What follows belongs to an exercise in optimizing a design on an open flow for small area, a short achievable clock period and few clock cycles; a production flow would make more cautious choices. In this exercise RTL edits were held to simulation tests only and were not proved equivalent to the original. Power and IR drop assume default switching activity.

### flow/design.v
module lpt_calc (
    input  wire        clk,
    input  wire        rst,
    input  wire        start,      
    input  wire        go,         
    input  wire [1:0]  op,         
    input  wire        w16,        
    input  wire        wr0,        
    input  wire        wr1,        
    input  wire [31:0] wdata,
    input  wire [31:0] arg1,
    output wire        done,       
    output reg  [7:0]  fault,      
    output reg  [30:0] res0,       
    output reg  [2:0]  res_sel     
);
    localparam [1:0] S_IDLE = 2'd0, S_RUN = 2'd1, S_FIX = 2'd2, S_DONE = 2'd3;
    localparam [7:0] F_DIV0 = 8'h03, F_CMP = 8'h04, F_COUNT = 8'h05;
    reg  [1:0]  state;
    reg  [1:0]  opr;         
    reg         wide;
    reg  [35:0] acc;         
    reg  [35:0] rc;          
    reg  [20:0] qm;          
    reg  [31:0] dv;          
    reg  [5:0]  lz0, lz1;    
    reg  [31:0] m;           
    reg  [8:0]  z;           
    reg  [2:0]  cp;          
    reg         ovf;         
    reg  [4:0]  cnt;         
    reg  [1:0]  ex;          
    reg  [2:0]  kidx;        
    reg  [1:0]  kd1, kd2;    
    reg         kn1, kn2;    
    reg  [1:0]  fcode;       
    reg  [31:0] fqr;         
    reg  [8:0]  r5;          
    reg  [2:0]  bgc;         
    reg         bgf;         
    wire idle   = (state == S_IDLE);
    wire fin    = (state == S_DONE);
    assign done = fin;
    wire fq_rdy = (bgc == 3'd0);
    wire [31:0] sh_in = (wr0 || wr1) ? wdata : arg1;
    function [3:0] lzc8;
        input [7:0] x;
        begin
            casez (x)
                8'b1???????: lzc8 = 4'd0;
                8'b01??????: lzc8 = 4'd1;
                8'b001?????: lzc8 = 4'd2;
                8'b0001????: lzc8 = 4'd3;
                8'b00001???: lzc8 = 4'd4;
                8'b000001??: lzc8 = 4'd5;
                8'b0000001?: lzc8 = 4'd6;
                8'b00000001: lzc8 = 4'd7;
                default:     lzc8 = 4'd8;
            endcase
        end
    endfunction
    wire [3:0] lzb3 = lzc8(sh_in[31:24]);
    wire [3:0] lzb2 = lzc8(sh_in[23:16]);
    wire [3:0] lzb1 = lzc8(sh_in[15:8]);
    wire [3:0] lzb0 = lzc8(sh_in[7:0]);
    wire       nz3 = |sh_in[31:24];
    wire       nz2 = |sh_in[23:16];
    wire       nz1 = |sh_in[15:8];
    wire       nz0 = |sh_in[7:0];
    reg  [5:0] lz;
    always @* begin
        if (nz3)      lz = {3'd0, lzb3[2:0]};
        else if (nz2) lz = {3'd1, lzb2[2:0]};
        else if (nz1) lz = {3'd2, lzb1[2:0]};
        else if (nz0) lz = {3'd3, lzb0[2:0]};
        else          lz = 6'd32;
    end
    wire [31:0] sh16 = lz[4] ? {sh_in[15:0], 16'd0} : sh_in;
    wire [31:0] sh8  = lz[3] ? {sh16[23:0], 8'd0}   : sh16;
    wire [31:0] sh4  = lz[2] ? {sh8[27:0], 4'd0}    : sh8;
    wire [31:0] sh2  = lz[1] ? {sh4[29:0], 2'd0}    : sh4;
    wire [31:0] sh_out = (lz[0] && wr0) ? {sh2[30:0], 1'b0} : sh2;
    wire        bg_small = (lz[5:2] >= 4'd6);
    wire [2:0]  bg_cyc   = 3'd6 - lz[4:2];
    function [9:0] d500;    
        input [8:0] r;
        input       b;
        reg   [9:0] v, t;
        reg         ge;
        begin
            v  = {r, b};
            ge = v[9] | (v[8] & v[7] & v[6] & v[5] & v[4] & (v[3] | v[2]));
            t  = v - 10'd500;
            d500 = ge ? {1'b1, t[8:0]} : {1'b0, v[8:0]};
        end
    endfunction
    wire [8:0]  br0 = bgf ? {1'b0, fqr[31:24]} : r5;
    wire [3:0]  bb  = bgf ? fqr[23:20] : fqr[31:28];
    wire [9:0]  bs0 = d500(br0,       bb[3]);
    wire [9:0]  bs1 = d500(bs0[8:0],  bb[2]);
    wire [9:0]  bs2 = d500(bs1[8:0],  bb[1]);
    wire [9:0]  bs3 = d500(bs2[8:0],  bb[0]);
    wire [3:0]  bq  = {bs0[9], bs1[9], bs2[9], bs3[9]};
    wire [31:0] fqr_nx = bgf ? {fqr[19:0], 8'd0, bq} : {fqr[27:0], bq};
    wire [23:0] fq = fqr[23:0];
    wire [8:0]  fr = r5;
    wire b1 = acc[31];
    wire b2 = acc[30];
    wire [11:0] fr5  = {3'd0, fr} - 12'd500;
    wire [11:0] fr10 = {3'd0, fr} - 12'd1000;
    function [10:0] zstep;    
        input [8:0]  zi;
        input        b;
        input [8:0]  r;
        input [11:0] r5m, r10m;
        reg   [11:0] v0, v1, v2;
        begin
            v0 = {2'b0, zi, 1'b0} + (b ? {3'b0, r} : 12'd0);
            v1 = {2'b0, zi, 1'b0} + (b ? r5m  : 12'hE0C);     
            v2 = {2'b0, zi, 1'b0} + (b ? r10m : 12'hC18);     
            if (!v2[11])      zstep = {2'd2, v2[8:0]};
            else if (!v1[11]) zstep = {2'd1, v1[8:0]};
            else              zstep = {2'd0, v0[8:0]};
        end
    endfunction
    wire [10:0] zs1 = zstep(z, b1, fr, fr5, fr10);
    wire [10:0] zs2 = zstep(zs1[8:0], b2, fr, fr5, fr10);
    wire [2:0]  cnew = {zs1[10:9], 1'b0} + {1'b0, zs2[10:9]};
    wire [35:0] o1 = {3'd0, m[30:0], 2'b00};
    wire [35:0] o2 = {31'd0, cp, 2'b00};
    wire [35:0] o3 = b1 ? {11'd0, fq, 1'b0} : 36'd0;
    wire [35:0] o4 = b2 ? {12'd0, fq} : 36'd0;
    wire [35:0] s1  = o1 ^ o2 ^ o3;
    wire [35:0] c1  = {((o1 & o2) | (o1 & o3) | (o2 & o3)), 1'b0};
    wire [35:0] ys  = s1 ^ c1 ^ o4;
    wire [35:0] yc  = {((s1 & c1) | (s1 & o4) | (c1 & o4)), 1'b0};
    wire        fix = (state == S_FIX);
    wire [35:0] ya  = fix ? acc : fin ? {5'd0, m[30:0]} : ys;
    wire [35:0] yb  = fix ? rc  : fin ? {33'd0, cp} : yc;
    wire [35:0] ysum = ya + yb;
    function [78:0] srt;      
        input [35:0] rs;
        input [35:0] rcc;
        input [31:0] d;
        reg   [3:0]  t;
        reg          pos, neg;
        reg   [35:0] a, b, o;
        begin
            a   = {rs[34:0], 1'b0};
            b   = {rcc[34:0], 1'b0};
            t   = a[35:32] + b[35:32];
            pos = !t[3];                      
            neg = t[3] && (t != 4'hF);        
            o   = pos ? ~{3'd0, d, 1'b0} : neg ? {3'd0, d, 1'b0} : 36'd0;
            srt = {pos, neg, a ^ b ^ o,
                   (((a & b) | (a & o) | (b & o)) << 1) | {35'd0, pos}, 5'd0};
        end
    endfunction
    wire [78:0] sr1 = srt(acc, rc, dv);
    wire [78:0] sr2 = srt(sr1[76:41], sr1[40:5], dv);
    function [41:0] otf;      
        input [20:0] q;
        input [20:0] qmi;
        input        pos, neg;
        begin
            if (pos)      otf = {q[19:0], 1'b1, q[19:0], 1'b0};
            else if (neg) otf = {qmi[19:0], 1'b1, qmi[19:0], 1'b0};
            else          otf = {q[19:0], 1'b0, qmi[19:0], 1'b1};
        end
    endfunction
    wire [41:0] of1 = otf(m[20:0], qm, sr1[78], sr1[77]);
    wire [41:0] of2 = otf(of1[41:21], of1[20:0], sr2[78], sr2[77]);
    wire [6:0]  t0     = {1'b0, lz0} - {1'b0, lz1};
    wire [6:0]  t0e    = {1'b0, lz0} - {1'b0, lz1[5:1], 1'b0};
    wire        a0z    = lz0[5];
    function [9:0] ktab;      
        input [6:0] x;        
        input       w;
        begin
            if (x[6] || x == 7'd0)      ktab = {1'b1, 3'd1, 2'd3, 2'd2, 1'b1, 1'b1};
            else if (!w) begin            
                if      (x <= 7'd3)     ktab = {1'b1, 3'd2, 2'd2, 2'd1, 1'b1, 1'b1};
                else if (x <= 7'd5)     ktab = {1'b1, 3'd3, 2'd1, 2'd1, 1'b1, 1'b1};
                else if (x == 7'd6)     ktab = {1'b1, 3'd4, 2'd1, 2'd1, 1'b1, 1'b1};
                else if (x == 7'd7)     ktab = {1'b1, 3'd5, 2'd1, 2'd2, 1'b1, 1'b1};
                else if (x == 7'd8)     ktab = {1'b1, 3'd6, 2'd2, 2'd0, 1'b1, 1'b0};
                else if (x <= 7'd10)    ktab = {1'b1, 3'd7, 2'd0, 2'd0, 1'b0, 1'b0};
                else                    ktab = 10'd0;
            end else begin                
                if      (x <= 7'd3)     ktab = {1'b1, 3'd2, 2'd3, 2'd2, 1'b1, 1'b1};
                else if (x <= 7'd6)     ktab = {1'b1, 3'd3, 2'd2, 2'd2, 1'b1, 1'b1};
                else if (x <= 7'd8)     ktab = {1'b1, 3'd4, 2'd2, 2'd0, 1'b1, 1'b0};
                else if (x <= 7'd10)    ktab = {1'b1, 3'd5, 2'd0, 2'd0, 1'b0, 1'b0};
                else                    ktab = 10'd0;
            end
        end
    endfunction
    function [3:0] kval;
        input [2:0] idx;
        input       w;
        begin
            case (idx)
                3'd1: kval = 4'd0;
                3'd2: kval = 4'd3;
                3'd3: kval = w ? 4'd6 : 4'd5;
                3'd4: kval = w ? 4'd8 : 4'd6;
                3'd5: kval = w ? 4'd10 : 4'd7;
                3'd6: kval = 4'd8;
                default: kval = 4'd10;
            endcase
        end
    endfunction
    wire [9:0]  kt8  = ktab(t0 - 7'd10, 1'b0);
    wire [9:0]  kt16 = ktab(t0 - 7'd18, 1'b1);
    wire [5:0]  ns8  = t0e[5:0] - {2'd0, kval(kt8[8:6], 1'b0)};
    wire [5:0]  ns16 = t0e[5:0] - {2'd0, kval(kt16[8:6], 1'b1)};
    wire        pbase = lz1[5] || t0[6] || (t0 == 7'd0);
    wire        bad8  = pbase || !kt8[9];
    wire        bad16 = pbase || !kt16[9];
    wire [4:0]  rest8  = ns8[5:1]  + {4'd0, ns8[0]}  - 5'd1;      
    wire [4:0]  rest16 = ns16[5:1] + {4'd0, ns16[0]} - 5'd1;
    wire        one8   = (rest8 == 5'd0);
    wire        one16  = (rest16 == 5'd0);
    wire [9:0]  kt      = w16 ? kt16 : kt8;
    wire        cmp_bad = w16 ? bad16 : bad8;
    wire [4:0]  p_rest  = w16 ? rest16 : rest8;
    wire        p_one   = w16 ? one16 : one8;
    wire [5:0]  p_ex    = {5'd0, w16 ? ns16[0] : ns8[0]};
    wire [4:0]  t_rest = lz1[5] ? 5'd0 : (5'd15 - {1'b0, lz1[4:1]});
    reg  [17:0] q0;
    always @* begin
        case (ex)
            2'd1:    q0 = m[18:1];
            2'd2:    q0 = m[19:2];
            default: q0 = m[17:0];
        endcase
    end
    function fitw;            
        input [17:0] q;
        input        w;
        begin
            if (w) fitw = (q != 18'd0) && !q[17] && (!q[16] || q[15:0] == 16'd0);
            else   fitw = (q != 18'd0) && (q[17:9] == 9'd0) && (!q[8] || q[7:0] == 8'd0);
        end
    endfunction
    wire [3:0]  dd2 = {2'd0, kd1} + {2'd0, kd2};
    wire [17:0] q1  = q0 >> kd1;
    wire [17:0] q2  = q0 >> dd2;
    wire        fit0 = fitw(q0, wide);
    wire        fit1 = kn1 && fitw(q1, wide);
    wire        fit2 = kn2 && fitw(q2, wide);
    wire [16:0] qsel = fit0 ? q0[16:0] : fit1 ? q1[16:0] : q2[16:0];
    wire [16:0] cval = qsel - 17'd1;
    wire        pfound = fit0 || fit1 || fit2;
    wire [2:0]  psel = kidx + {1'b0, !fit0 && !fit1, !fit0 && fit1};
    always @* begin
        fault   = 8'd0;
        res0    = 31'd0;
        res_sel = 3'd0;
        case (fcode)
            2'd1: fault = F_DIV0;
            2'd2: fault = F_CMP;
            default: begin
                if (opr == 2'd0) begin
                    if (!pfound) fault = F_CMP;
                    else begin
                        res0    = {14'd0, cval};
                        res_sel = psel;
                    end
                end else begin
                    if (ovf || (ysum[35:31] != 5'd0)) fault = F_COUNT;
                    else res0 = ysum[30:0];
                end
            end
        endcase
    end
    always @(posedge clk) begin
        if (rst) begin
            state <= S_IDLE;
            opr   <= 2'd0;
            wide  <= 1'b0;
            acc   <= 36'd0;
            rc    <= 36'd0;
            qm    <= 21'd0;
            dv    <= 32'd0;
            lz0   <= 6'd32;
            lz1   <= 6'd32;
            m     <= 32'd0;
            z     <= 9'd0;
            cp    <= 3'd0;
            ovf   <= 1'b0;
            cnt   <= 5'd0;
            ex    <= 2'd0;
            kidx  <= 3'd0;
            kd1   <= 2'd0;
            kd2   <= 2'd0;
            kn1   <= 1'b0;
            kn2   <= 1'b0;
            fcode <= 2'd0;
            fqr   <= 32'd0;
            r5    <= 9'd0;
            bgc   <= 3'd0;
            bgf   <= 1'b0;
        end else begin
            if (wr0) begin
                dv  <= sh_out;
                lz0 <= lz;
                if (bg_small) begin
                    fqr <= 32'd0;
                    r5  <= {1'b0, wdata[7:0]};
                    bgc <= 3'd0;
                end else begin
                    fqr <= sh4;
                    bgc <= bg_cyc;
                end
                bgf <= 1'b1;
            end else if (bgc != 3'd0) begin
                fqr <= fqr_nx;
                r5  <= bs3[8:0];
                bgc <= bgc - 3'd1;
                bgf <= 1'b0;
            end
            if (wr1) begin
                acc <= {4'd0, sh_out};
                lz1 <= lz;
            end
            case (state)
                S_IDLE: begin
                    if (start) begin
                        opr   <= op;
                        wide  <= w16;
                        fcode <= 2'd0;
                        ex    <= p_ex[1:0];
                        kidx  <= kt[8:6];
                        kd1   <= kt[5:4];
                        kd2   <= kt[3:2];
                        kn1   <= kt[1];
                        kn2   <= kt[0];
                        if (!go) begin
                            state <= S_DONE;
                        end else if (op == 2'd0) begin
                            if (a0z) begin
                                fcode <= 2'd1;
                                state <= S_DONE;
                            end else if (cmp_bad) begin
                                fcode <= 2'd2;
                                state <= S_DONE;
                            end else begin
                                acc <= sr2[76:41];
                                rc  <= sr2[40:5];
                                m   <= {11'd0, of2[41:21]};
                                qm  <= of2[20:0];
                                cnt <= p_rest;
                                state <= p_one ? S_FIX : S_RUN;
                            end
                        end else if (fq_rdy) begin
                            if (op == 2'd2) begin
                                m   <= {8'd0, fq};
                                z   <= fr;
                                acc <= {4'd0, 10'b11_00_00_10_00, 22'd0};
                                cnt <= 5'd5;
                            end else begin
                                acc <= {acc[33:0], 2'b00};
                                z   <= zs2[8:0];
                                cp  <= cnew;
                                m   <= {1'b0, ysum[30:0]};
                                ovf <= (ysum[35:31] != 5'd0);
                                cnt <= t_rest;
                            end
                            state <= (op == 2'd1 && t_rest == 5'd0) ? S_DONE : S_RUN;
                        end
                    end
                end
                S_RUN: begin
                    cnt <= cnt - 5'd1;
                    if (opr == 2'd0) begin
                        acc <= sr2[76:41];
                        rc  <= sr2[40:5];
                        m   <= {11'd0, of2[41:21]};
                        qm  <= of2[20:0];
                        if (cnt == 5'd1)
                            state <= S_FIX;
                    end else begin
                        acc <= {acc[33:0], 2'b00};
                        z   <= zs2[8:0];
                        cp  <= cnew;
                        m   <= {1'b0, ysum[30:0]};
                        ovf <= ovf || (ysum[35:31] != 5'd0);
                        if (cnt == 5'd1)
                            state <= S_DONE;
                    end
                end
                S_FIX: begin
                    if (ysum[35])
                        m <= {11'd0, qm};
                    state <= S_DONE;
                end
                S_DONE: begin
                    state <= S_IDLE;
                    if (!wr1)
                        acc <= {4'd0, sh_out};      
                    rc    <= 36'd0;
                    qm    <= 21'd0;
                    m     <= 32'd0;
                    z     <= 9'd0;
                    cp    <= 3'd0;
                    ovf   <= 1'b0;
                end
                default: state <= S_IDLE;
            endcase
        end
    end
endmodule
module lpt #(
    parameter integer CPU_CLOCK_HZ = 16000000
) (
    input  wire        clk,
    input  wire        rst,        
    input  wire        req,
    input  wire        we,
    input  wire [7:0]  addr,
    input  wire [1:0]  size,       
    input  wire [31:0] wdata,
    output wire        ready,
    output reg  [31:0] rdata,
    output wire [19:0] line
);
    localparam integer NLINES = 20;
    localparam [3:0] F_ILLEGAL = 4'h1, F_ACCESS = 4'h2, F_COUNT  = 4'h5,
                     F_PIN     = 4'h6, F_NOTCFG = 4'h7, F_NOCH   = 4'h8;
    localparam integer CMP2_Q  = CPU_CLOCK_HZ / (57600 * 2);
    localparam integer CMP1_Q  = CPU_CLOCK_HZ / (1800 * 2);
    localparam integer CMP2_C  = CMP2_Q - 1;
    localparam integer CMP1_C  = CMP1_Q - 1;
    localparam [7:0]   CMP2_V  = CMP2_C[7:0];
    localparam [15:0]  CMP1_V  = CMP1_C[15:0];
    localparam [12:0]  TCOUNT_V   = 13'd5760;    
    localparam [5:0]   GATE_CYCLE = 6'd32;
    localparam [31:0]  PLAYS_MAX  = 32'd596523236;
    reg [31:0] arg0, arg1;
    reg [30:0] res0;            
    reg [2:0]  rsel;            
    reg        rwide;           
    reg [3:0]  fault;
    reg [1:0]  active_ch;
    reg        cfg1, ie1, ocr1_on;
    reg [4:0]  pin1;
    reg [12:0] tcnt1;
    reg [31:0] budget1;
    reg        cfg2, ie2, ocr2_on;
    reg [4:0]  pin2;
    reg [7:0]  tcnt2;
    reg [12:0] budget2;
    reg [5:0]  gate;
    reg        sig_on;
    reg [NLINES-1:0] level;    
    assign line = level;
    wire [15:0] ocr1 = ocr1_on ? CMP1_V : 16'd0;
    wire [7:0]  ocr2 = ocr2_on ? CMP2_V : 8'd0;
    reg [15:0] rp;
    always @* begin
        case (rsel)
            3'd1: rp = 16'd1;
            3'd2: rp = 16'd8;
            3'd3: rp = rwide ? 16'd64   : 16'd32;
            3'd4: rp = rwide ? 16'd256  : 16'd64;
            3'd5: rp = rwide ? 16'd1024 : 16'd128;
            3'd6: rp = 16'd256;
            3'd7: rp = 16'd1024;
            default: rp = 16'd0;
        endcase
    end
    wire bad_shape = (size != 2'b10) || (addr[1:0] != 2'b00) || (addr >= 8'h3C);
    wire wr_ok_reg = (addr == 8'h00) || (addr == 8'h04) || (addr == 8'h08);
    wire bad_acc   = bad_shape || (we && !wr_ok_reg);
    wire [31:0] cmd = wdata;
    wire is_calcp  = ((cmd & 32'hFFFFFFEF) == 32'h1);
    wire is_calct  = (cmd == 32'h2);
    wire is_cfgc   = ((cmd & 32'hFFFF00FF) == 32'h3);
    wire is_cfgs   = ((cmd & 32'hFFFF00FF) == 32'h4);
    wire is_playc  = (cmd == 32'h5);
    wire is_plays  = (cmd == 32'h6);
    wire is_playsi = (cmd == 32'h7);
    wire is_stop   = (cmd == 32'h8);
    wire is_isplay = (cmd == 32'h9);
    wire [7:0] cmd_pin = cmd[15:8];
    wire plays_big  = (arg0 >= PLAYS_MAX);
    wire plays_calc = cfg1 && !plays_big && (arg0 != 32'd0);
    wire long_cmd  = (fault == 4'd0) &&
                     (is_calcp || is_calct || (is_plays && plays_calc));
    wire may_long  = we && (addr == 8'h00) && (size == 2'b10) &&
                     ((wdata[3:0] == 4'h1) || (wdata[3:0] == 4'h2) ||
                      (wdata[3:0] == 4'h6));
    wire        calc_done;
    wire [7:0]  calc_fault;
    wire [30:0] calc_res0;
    wire [2:0]  calc_sel;
    assign ready = !may_long || calc_done;
    wire   fire  = req && ready;
    wire wr_arg0 = fire && we && !bad_acc && (addr[3:2] == 2'd1);
    wire wr_arg1 = fire && we && !bad_acc && (addr[3:2] == 2'd2);
    lpt_calc u_calc (
        .clk      (clk),
        .rst      (rst),
        .start    (req && may_long),
        .go       (long_cmd),
        .op       (is_calcp ? 2'd0 : is_calct ? 2'd1 : 2'd2),
        .w16      (cmd[4]),
        .wr0      (wr_arg0),
        .wr1      (wr_arg1),
        .wdata    (wdata),
        .arg1     (arg1),
        .done     (calc_done),
        .fault    (calc_fault),
        .res0     (calc_res0),
        .res_sel  (calc_sel)
    );
    always @* begin
        rdata = 32'd0;
        if (!bad_acc && !we) begin
            case (addr[5:2])
                4'h1: rdata = arg0;
                4'h2: rdata = arg1;
                4'h3: rdata = {1'b0, res0};
                4'h4: rdata = {rp, 8'd0, 5'd0, rsel};
                4'h5: rdata = {22'd0, cfg2, cfg1, (fault != 4'd0), sig_on,
                               active_ch, cfg2, cfg1, ie2, ie1};
                4'h6: rdata = {28'd0, fault};
                4'h7: rdata = {3'd0, pin1, 7'd0, cfg1, ocr1};
                4'h8: rdata = {3'd0, pin2, 7'd0, cfg2, 8'd0, ocr2};
                4'h9: rdata = {16'd0, cfg1 ? CMP1_V : 16'd0};
                4'hA: rdata = {24'd0, cfg2 ? CMP2_V : 8'd0};
                4'hB: rdata = {19'd0, cfg2 ? TCOUNT_V : 13'd0};
                4'hC: rdata = budget1;
                4'hD: rdata = {19'd0, budget2};
                4'hE: rdata = {26'd0, gate};
                default: rdata = 32'd0;
            endcase
        end
    end
    reg [31:0] n_arg0, n_arg1;
    reg [30:0] n_res0;
    reg [2:0]  n_rsel;
    reg        n_rwide;
    reg [3:0]  n_fault;
    reg [1:0]  n_active;
    reg        n_cfg1, n_ie1, n_ocr1_on;
    reg [4:0]  n_pin1;
    reg [12:0] n_tcnt1;
    reg [31:0] n_budget1;
    reg        n_cfg2, n_ie2, n_ocr2_on;
    reg [4:0]  n_pin2;
    reg [7:0]  n_tcnt2;
    reg [12:0] n_budget2;
    reg [5:0]  n_gate;
    reg        n_sig;
    reg [NLINES-1:0] n_level;
    reg        a1_tog, a1_clr, a2_tog, a2_clr, s1_clr, s2_clr;
    reg        ev1, ev2;
    reg [3:0]  hfault;
    always @* begin
        n_arg0 = arg0;   n_arg1 = arg1;   n_res0 = res0;
        n_rsel = rsel;   n_rwide = rwide;
        n_fault = fault; n_active = active_ch;
        n_cfg1 = cfg1; n_ie1 = ie1; n_ocr1_on = ocr1_on; n_pin1 = pin1;
        n_budget1 = budget1;
        n_cfg2 = cfg2; n_ie2 = ie2; n_ocr2_on = ocr2_on; n_pin2 = pin2;
        n_budget2 = budget2;
        n_gate = gate; n_sig = sig_on;
        a1_tog = 1'b0; a1_clr = 1'b0; a2_tog = 1'b0; a2_clr = 1'b0;
        s1_clr = 1'b0; s2_clr = 1'b0;
        hfault = 4'd0;
        ev1 = 1'b0;
        n_tcnt1 = tcnt1;
        if (cfg1) begin
            if (tcnt1 == ocr1[12:0]) begin
                ev1 = 1'b1;
                n_tcnt1 = 13'd0;
            end else begin
                n_tcnt1 = tcnt1 + 13'd1;
            end
        end
        ev2 = 1'b0;
        n_tcnt2 = tcnt2;
        if (cfg2) begin
            if (tcnt2 == ocr2) begin
                ev2 = 1'b1;
                n_tcnt2 = 8'd0;
            end else begin
                n_tcnt2 = tcnt2 + 8'd1;
            end
        end
        if (ev1 && ie1) begin
            if (budget1 != 32'd0) begin
                a1_tog = 1'b1;
                if (!budget1[31])
                    n_budget1 = budget1 - 32'd1;
            end else begin
                n_ie1 = 1'b0;
                a1_clr = 1'b1;
            end
        end
        if (ev2 && ie2) begin
            if (gate != 6'd0) begin
                if (sig_on)
                    a2_tog = 1'b1;
                n_budget2 = budget2 - 13'd1;
                if (budget2 == 13'd1) begin
                    n_ie2 = 1'b0;
                    a2_clr = 1'b1;
                end
                n_gate = gate - 6'd1;
            end else begin
                n_gate = GATE_CYCLE;
                n_budget2 = budget2 - 13'd1;
                n_sig = ~sig_on;
                if (!sig_on)
                    a2_tog = 1'b1;
                else
                    a2_clr = 1'b1;
            end
        end
        if (fire) begin
            if (bad_acc) begin
                hfault = F_ACCESS;
            end else if (we) begin
                case (addr[3:2])
                    2'd1: n_arg0 = wdata;
                    2'd2: n_arg1 = wdata;
                    2'd0: begin
                        if (fault == 4'd0) begin
                            if (is_calcp || is_calct) begin
                                if (calc_fault != 8'd0) begin
                                    hfault = calc_fault[3:0];
                                end else begin
                                    n_res0  = calc_res0;
                                    n_rsel  = calc_sel;
                                    n_rwide = cmd[4];
                                end
                            end else if (is_cfgc) begin
                                if (cmd_pin >= 8'd20) begin
                                    hfault = F_PIN;
                                end else begin
                                    n_pin2    = cmd_pin[4:0];
                                    n_cfg2    = 1'b1;
                                    n_active  = 2'd2;
                                end
                            end else if (is_cfgs) begin
                                if (cmd_pin >= 8'd20) begin
                                    hfault = F_PIN;
                                end else begin
                                    n_pin1    = cmd_pin[4:0];
                                    n_cfg1    = 1'b1;
                                    n_active  = 2'd1;
                                end
                            end else if (is_playc) begin
                                if (!cfg2) begin
                                    hfault = F_NOTCFG;
                                end else begin
                                    n_ocr2_on = 1'b1;
                                    n_budget2 = TCOUNT_V;
                                    n_gate    = GATE_CYCLE;
                                    n_sig     = 1'b1;
                                    n_ie2     = 1'b1;
                                end
                            end else if (is_plays) begin
                                if (!cfg1) begin
                                    hfault = F_NOTCFG;
                                end else if (plays_big) begin
                                    hfault = F_COUNT;
                                end else begin
                                    n_ocr1_on = 1'b1;
                                    n_budget1 = {1'b0, plays_calc ? calc_res0 : 31'd0};
                                    n_ie1     = 1'b1;
                                end
                            end else if (is_playsi) begin
                                if (!cfg1) begin
                                    hfault = F_NOTCFG;
                                end else begin
                                    n_ocr1_on = 1'b1;
                                    n_budget1 = 32'hFFFFFFFF;
                                    n_ie1     = 1'b1;
                                end
                            end else if (is_stop) begin
                                if (active_ch == 2'd0) begin
                                    hfault = F_NOCH;
                                end else if (active_ch == 2'd1) begin
                                    n_ie1 = 1'b0;
                                    s1_clr = 1'b1;
                                end else begin
                                    n_ie2 = 1'b0;
                                    s2_clr = 1'b1;
                                end
                            end else if (is_isplay) begin
                                if (active_ch == 2'd0)
                                    hfault = F_NOCH;
                                else
                                    n_res0 = {30'd0, (active_ch == 2'd1) ? n_ie1 : n_ie2};
                            end else begin
                                hfault = F_ILLEGAL;
                            end
                        end
                    end
                    default: ;
                endcase
            end
            if (fault == 4'd0)
                n_fault = hfault;
        end
    end
    integer ln;
    reg     lx;
    always @* begin
        for (ln = 0; ln < NLINES; ln = ln + 1) begin
            lx = level[ln];
            if (pin1 == ln)
                lx = a1_clr ? 1'b0 : (lx ^ a1_tog);
            if (pin2 == ln)
                lx = a2_clr ? 1'b0 : (lx ^ a2_tog);
            if (((pin1 == ln) && s1_clr) || ((pin2 == ln) && s2_clr))
                lx = 1'b0;
            n_level[ln] = lx;
        end
    end
    always @(posedge clk) begin
        if (rst) begin
            arg0 <= 32'd0; arg1 <= 32'd0; res0 <= 31'd0; rsel <= 3'd0; rwide <= 1'b0;
            fault <= 4'd0; active_ch <= 2'd0;
            cfg1 <= 1'b0; ie1 <= 1'b0; ocr1_on <= 1'b0; pin1 <= 5'd0;
            tcnt1 <= 13'd0; budget1 <= 32'd0;
            cfg2 <= 1'b0; ie2 <= 1'b0; ocr2_on <= 1'b0; pin2 <= 5'd0;
            tcnt2 <= 8'd0; budget2 <= 13'd0;
            gate <= 6'd0; sig_on <= 1'b0;
        end else begin
            level <= n_level;
            arg0 <= n_arg0; arg1 <= n_arg1; res0 <= n_res0; rsel <= n_rsel; rwide <= n_rwide;
            fault <= n_fault; active_ch <= n_active;
            cfg1 <= n_cfg1; ie1 <= n_ie1; ocr1_on <= n_ocr1_on; pin1 <= n_pin1;
            tcnt1 <= n_tcnt1; budget1 <= n_budget1;
            cfg2 <= n_cfg2; ie2 <= n_ie2; ocr2_on <= n_ocr2_on; pin2 <= n_pin2;
            tcnt2 <= n_tcnt2; budget2 <= n_budget2;
            gate <= n_gate; sig_on <= n_sig;
        end
    end
endmodule
### flow/run.sh
#!/bin/bash
# synth_recipe.tcl (not shown) runs the flow's synth.tcl, then flattens the netlist and writes it again
# the make line also repeats each setting of config.mk as NAME=value (left out here)
make -C /OpenROAD-flow-scripts/flow DESIGN_CONFIG=/design/flow/config.mk WORK_HOME=/design/flow/orfs CLKGATE_MAP_FILE= SYNTH_SCRIPT=/design/flow/synth_recipe.tcl finish
### flow/config.mk
export PLATFORM = sky130hd
export DESIGN_NAME = lpt
export DESIGN_NICKNAME = lpt
export VERILOG_FILES = /design/flow/design.v
export SDC_FILE = /design/flow/constraint.sdc
export NUM_CORES = 4
export LEC_CHECK = 0
export CAP_MARGIN = 20
export CORE_MARGIN = 2
export CORE_UTILIZATION = 50
export PLACE_DENSITY = 0.65
export SETUP_SLACK_MARGIN = 3.5
export SLEW_MARGIN = 20
### flow/constraint.sdc
create_clock -name core_clock -period 10.0 [get_ports {clk}]
set_input_delay 2.0000 -clock core_clock [delete_from_list [all_inputs] [get_ports {clk}]]
set_output_delay 2.0000 -clock core_clock [all_outputs]
set_load 0.01 [all_outputs]
==> run summary <==
[through the flow]
| stage | hold WS (ps) | setup slack (ps) | util |
|---|---|---|---|
| floorplan | 424 | 3640 | - |
| global placement | 442 | 2180 | 0.527 |
| detailed placement | 453 | 2110 | 0.527 |
| CTS | 461 | 3480 | 0.554 |
| global route | 482 | 3470 | 0.559 |
| finish | 460 | 3500 | 0.559 |
[cell usage in the layout, fill, tap and decap left out, drive strengths merged, types with 21 or more instances in the layout]
master | synthesis | final
ha | 167 | 167
a22o | 21 | 21
nor4 | 52 | 52
buf | 66 | 140
inv | 234 | 236
a22oi | 148 | 148
mux2i | 212 | 212
a211oi | 106 | 106
nand2b | 49 | 49
o221ai | 54 | 56
mux2 | 39 | 39
clkbuf | 357 | 80
o211ai | 70 | 70
dfxtp | 441 | 441
o22ai | 45 | 45
o31ai | 32 | 32
xor2 | 73 | 73
nor3b | 27 | 27
a221oi | 47 | 47
a21o | 44 | 44
and3 | 33 | 33
a21boi | 25 | 25
nor3 | 156 | 156
a31oi | 63 | 63
or3 | 123 | 123
a21oi | 611 | 611
nor2 | 541 | 541
nand4 | 44 | 44
or4 | 31 | 31
and2 | 81 | 81
o21a | 34 | 34
fa | 102 | 102
nand2 | 778 | 778
xnor2 | 120 | 120
nand3 | 127 | 127
nor2b | 57 | 57
clkdlybuf4s50 | 0 | 91
or2 | 28 | 28
o21ai | 407 | 407
[critical path: cells and delay by family]
kind | cells | cell delay (ps)
AND/OR/NAND/NOR | 2 | 810
buffers and inverters | 3 | 1230
AO/OA/AOI/OAI | 2 | 450
[flip-flops by register name, indices dropped and copies added, names as in the netlist, 4 cells and up]
signal	count
u_calc.acc	36
u_calc.rc	35
arg0	32
arg1	32
budget1	32
u_calc.dv	32
u_calc.fqr	32
res0	31
u_calc.m	31
u_calc.qm	21
level	20
budget2	13
tcnt1	13
u_calc.r5	9
u_calc.z	9
tcnt2	8
gate	6
u_calc.lz0	6
u_calc.lz1	6
pin1	5
pin2	5
u_calc.cnt	5
fault	4
[area by class of cell]
class                   instances  share of cell area
multi-input cells            4827               0.666
inverters                     239              0.0192
well taps                    1144              0.0300
diodes                          2            0.000105
flip-flops and latches        461               0.198
clock buffers                  74              0.0323
clock inverters                30             0.00890
repair inverters                1            0.000158
repair buffers                239              0.0452
[power groups by stage]
stage | clock [W] | combinational [W] | sequential [W]
global placement | 0 | 0.00878 | 0.00254
CTS | 0.00225 | 0.00908 | 0.00251
floorplan | 0 | 0.00623 | 0.00233
finish | 0.00226 | 0.00948 | 0.00254
detailed placement | 0 | 0.00890 | 0.00255
global route | 0.00233 | 0.0103 | 0.00255
[timing repair]
action | CTS | global route
pin swaps | 2 | 7
buffers inserted | 4 | 12
hold buffers | 0 | 0
endpoints found under the setup margin | 279 | 223
resized for setup | 76 | 73
gates cloned | 2 | 2
[worst min path at each step]
| stage | slack, ps | start | to | cells after the start |
|---|---|---|---|---|
| after floorplan | 420 | res0[5] | res0[5] | 2 |
| after global placement | 440 | u_calc.rc[29] | u_calc.rc[29] | 2 |
| after detailed placement | 450 | u_calc.qm[19] | u_calc.qm[19] | 2 |
| after CTS | 460 | u_calc.qm[19] | u_calc.qm[19] | 2 |
| after global routing | 480 | u_calc.rc[35] | u_calc.rc[35] | 2 |
| final | 460 | u_calc.qm[19] | u_calc.qm[19] | 2 |
[kinds of logic (layout without fill, tap and decap cells)]
logic type / count (synthesis) / count (layout) / share of synthesized area
xor+xnor: 194 / 194 / 0.0398
flops: 461 / 461 / 0.219
buf+inv: 662 / 583 / 0.0591
mux: 257 / 257 / 0.0627
other cells: 0 / 2 / 0
compound gates: 1935 / 1937 / 0.288
simple gates: 2170 / 2170 / 0.235
fa+ha+maj: 269 / 269 / 0.0959
[per-layer routing]
metal / part of all wire / global-route usage
met1: 0.37 / 0.521
met2: 0.43 / 0.626
met3: 0.12 / 0.0925
met4: 0.079 / 0.269
met5: 0.00030 / 0
==> results.py <==
metrics = {
    "synthesis": {
        "synth_top_area_cell": "dfxtp_1",
        "syn-instance-count": 5948,
        "synth_top_area_frac": 0.205,
        "syn-cell-area_um2": 43100,
        "yosys.cell_types.count": 106,
        "synth-edff-count": 20,
        "synth-seq-area-share": 0.219,
        "synth_fp_nets": 6263,
        "synth-main-ff-cell": "dfxtp_1",
        "synth_area_leaders": "dfxtp_1, a21oi_1, nand2_1",
        "avgSynthCellArea_um2": 7.24,
        "async_flop_share": 0,
        "ys_warn_count": 2,
        "synth_commonest_cells": "nand2_1, a21oi_1, nor2_1",
        "synth.most_common_cell": "nand2_1",
        "ys_ff_latch": 461,
    },
    "critical_path": {
        "r2r-end": "res0[2]",
        "reg2reg_from": "u_calc.fqr[2]",
        "critPathKind": "in2out",
        "cp-endpoint": "rdata[21]",
        "r2r_slack_ps": 3660,
        "setup.worst_path.start": "addr[1]",
        "cp.required_ps": 8000,
        "critPathMostFrequentCell": "clkdlybuf4s50_1",
        "cp_slowest_cell": "or4_4",
        "crit_chain": "clkdlybuf4s50_1 -> or4_4 -> nor2_1 -> o2111ai_2 -> buf_6 -> a31oi_1 -> clkdlybuf4s50_1",
        "setup.worst_path.start_class": "primary input",
        "reg2regPathDepth": 19,
        "max_stage_delay_ps": 610,
        "cp.arrival_ps": 4500,
        "critPathMaxFanout": 32,
        "cp-end-kind": "output pin",
    },
    "die": {
        "die_h_um": 297,
        "dieArea_um2": 88500,
        "fp.coreArea_um2": 85300,
        "dieWidth_um": 297,
        "placementRows": 107,
        "io_pins": 99,
        "initial_core_util": 0.505,
    },
    "power": {
        "switchingPower_w": 0.00753,
        "power.internal_w": 0.00675,
        "p_sw_frac": 0.527,
        "power.density_nw_per_um2": 300,
        "power_w": 0.0143,
        "p_leak_nw": 16.9,
        "ir_worst_vdd_v": 0.000785,
        "combPwrFrac": 0.664,
        "p_seq_frac": 0.178,
        "power.share.clock": 0.158,
    },
    "timing": {
        "setup_tns_ps": 0,
        "max_freq_mhz": 154,
        "relSlewSlack": 0.144,
        "finalMaxSlewViolations": 0,
        "rsz0062_at_grt": "yes",
        "finClkSkew_ps": 44.1,
        "tightest_slew_ps": 1270,
        "setup_viol": 0,
        "min_period_ps": 6500,
        "hold_viol_final": 0,
        "period_share": 0.650,
    },
    "routing": {
        "vias_per_cell": 6.85,
        "wl_per_cell_um": 27.2,
        "vias": 48094,
        "first_pass_iters": 7,
        "antenna_left": 0,
        "first_iter_violations": 6890,
        "route.detailed.drc": 0,
        "routed_wl_um": 191000,
    },
    "layout": {
        "final_layout_size_suffix_gt1_frac": 0.0787,
        "nets": 6139,
        "register_area_um2": 9450,
        "design_area_um2": 47600,
        "layout.cells.non_filler": 7017,
        "area_growth_syn_to_layout_pct": 10.6,
        "fillers": 8193,
        "multi_input_area_um2": 31700,
    },
    "global_route": {
        "grt_pass1_wl_um": 283000,
        "grt_pass1_vias": 44626,
        "grt_overflow": 0,
        "track_usage": 0.411,
        "antenna_found_initial": 8,
        "grt_max_degree": 113,
    },
    "cts": {
        "cts_buffers": 55,
        "cts_sinks": 461,
        "clk_path_buf_depth": 3,
        "tritoncts": "built",
        "cts.clk_slew.worst_paths_ps": 60,
        "cts-htree-levels": 2,
        "worstSkewPairLatency_ps": 700,
        "clock-root-buffer": "clkbuf_16",
    },
    "placed_design": {
        "hpwlAfterDp_um": 138000,
        "placed_area_um2": 45000,
        "placed_cells": 6891,
        "io_buffers": 98,
        "place_congestion": 1.05,
    },
    "outcome": {
        "status": "finished clean",
    },
    "flow_run": {
        "cap_violations": 0,
    },
    "hold_path": {
        "hold_path.class": "reg2reg",
    },
}
Testbench counts, summed over its fixed seeds: cycles 4,399.

## what the ideal ports hide
In the flow no input, the clock included, has a driving cell. The finished layout below was timed again as built, in two steps. Step 1 sets driving cells, clkbuf_16 on the clock port and buf_2 on the other inputs (assumed; they add their load-dependent delay and slew). Step 2, shift: input delay + t, output delay - t, t = (earliest + latest rising clock arrival at the registers) / 2. This alone moves slack from input paths to output paths. Three values: no drivers, after step 1, after step 2; two values: the first two.
t (ns): 0.749
setup slack, ns: 3.497 / 3.476 / 2.916
worst setup path at the end: input to register
cell pins on the clock port's net: 1
After both steps setup and hold are still met in this run. The setup slack of this run moves by -0.021 ns with the drivers and by -0.581 ns with both steps.
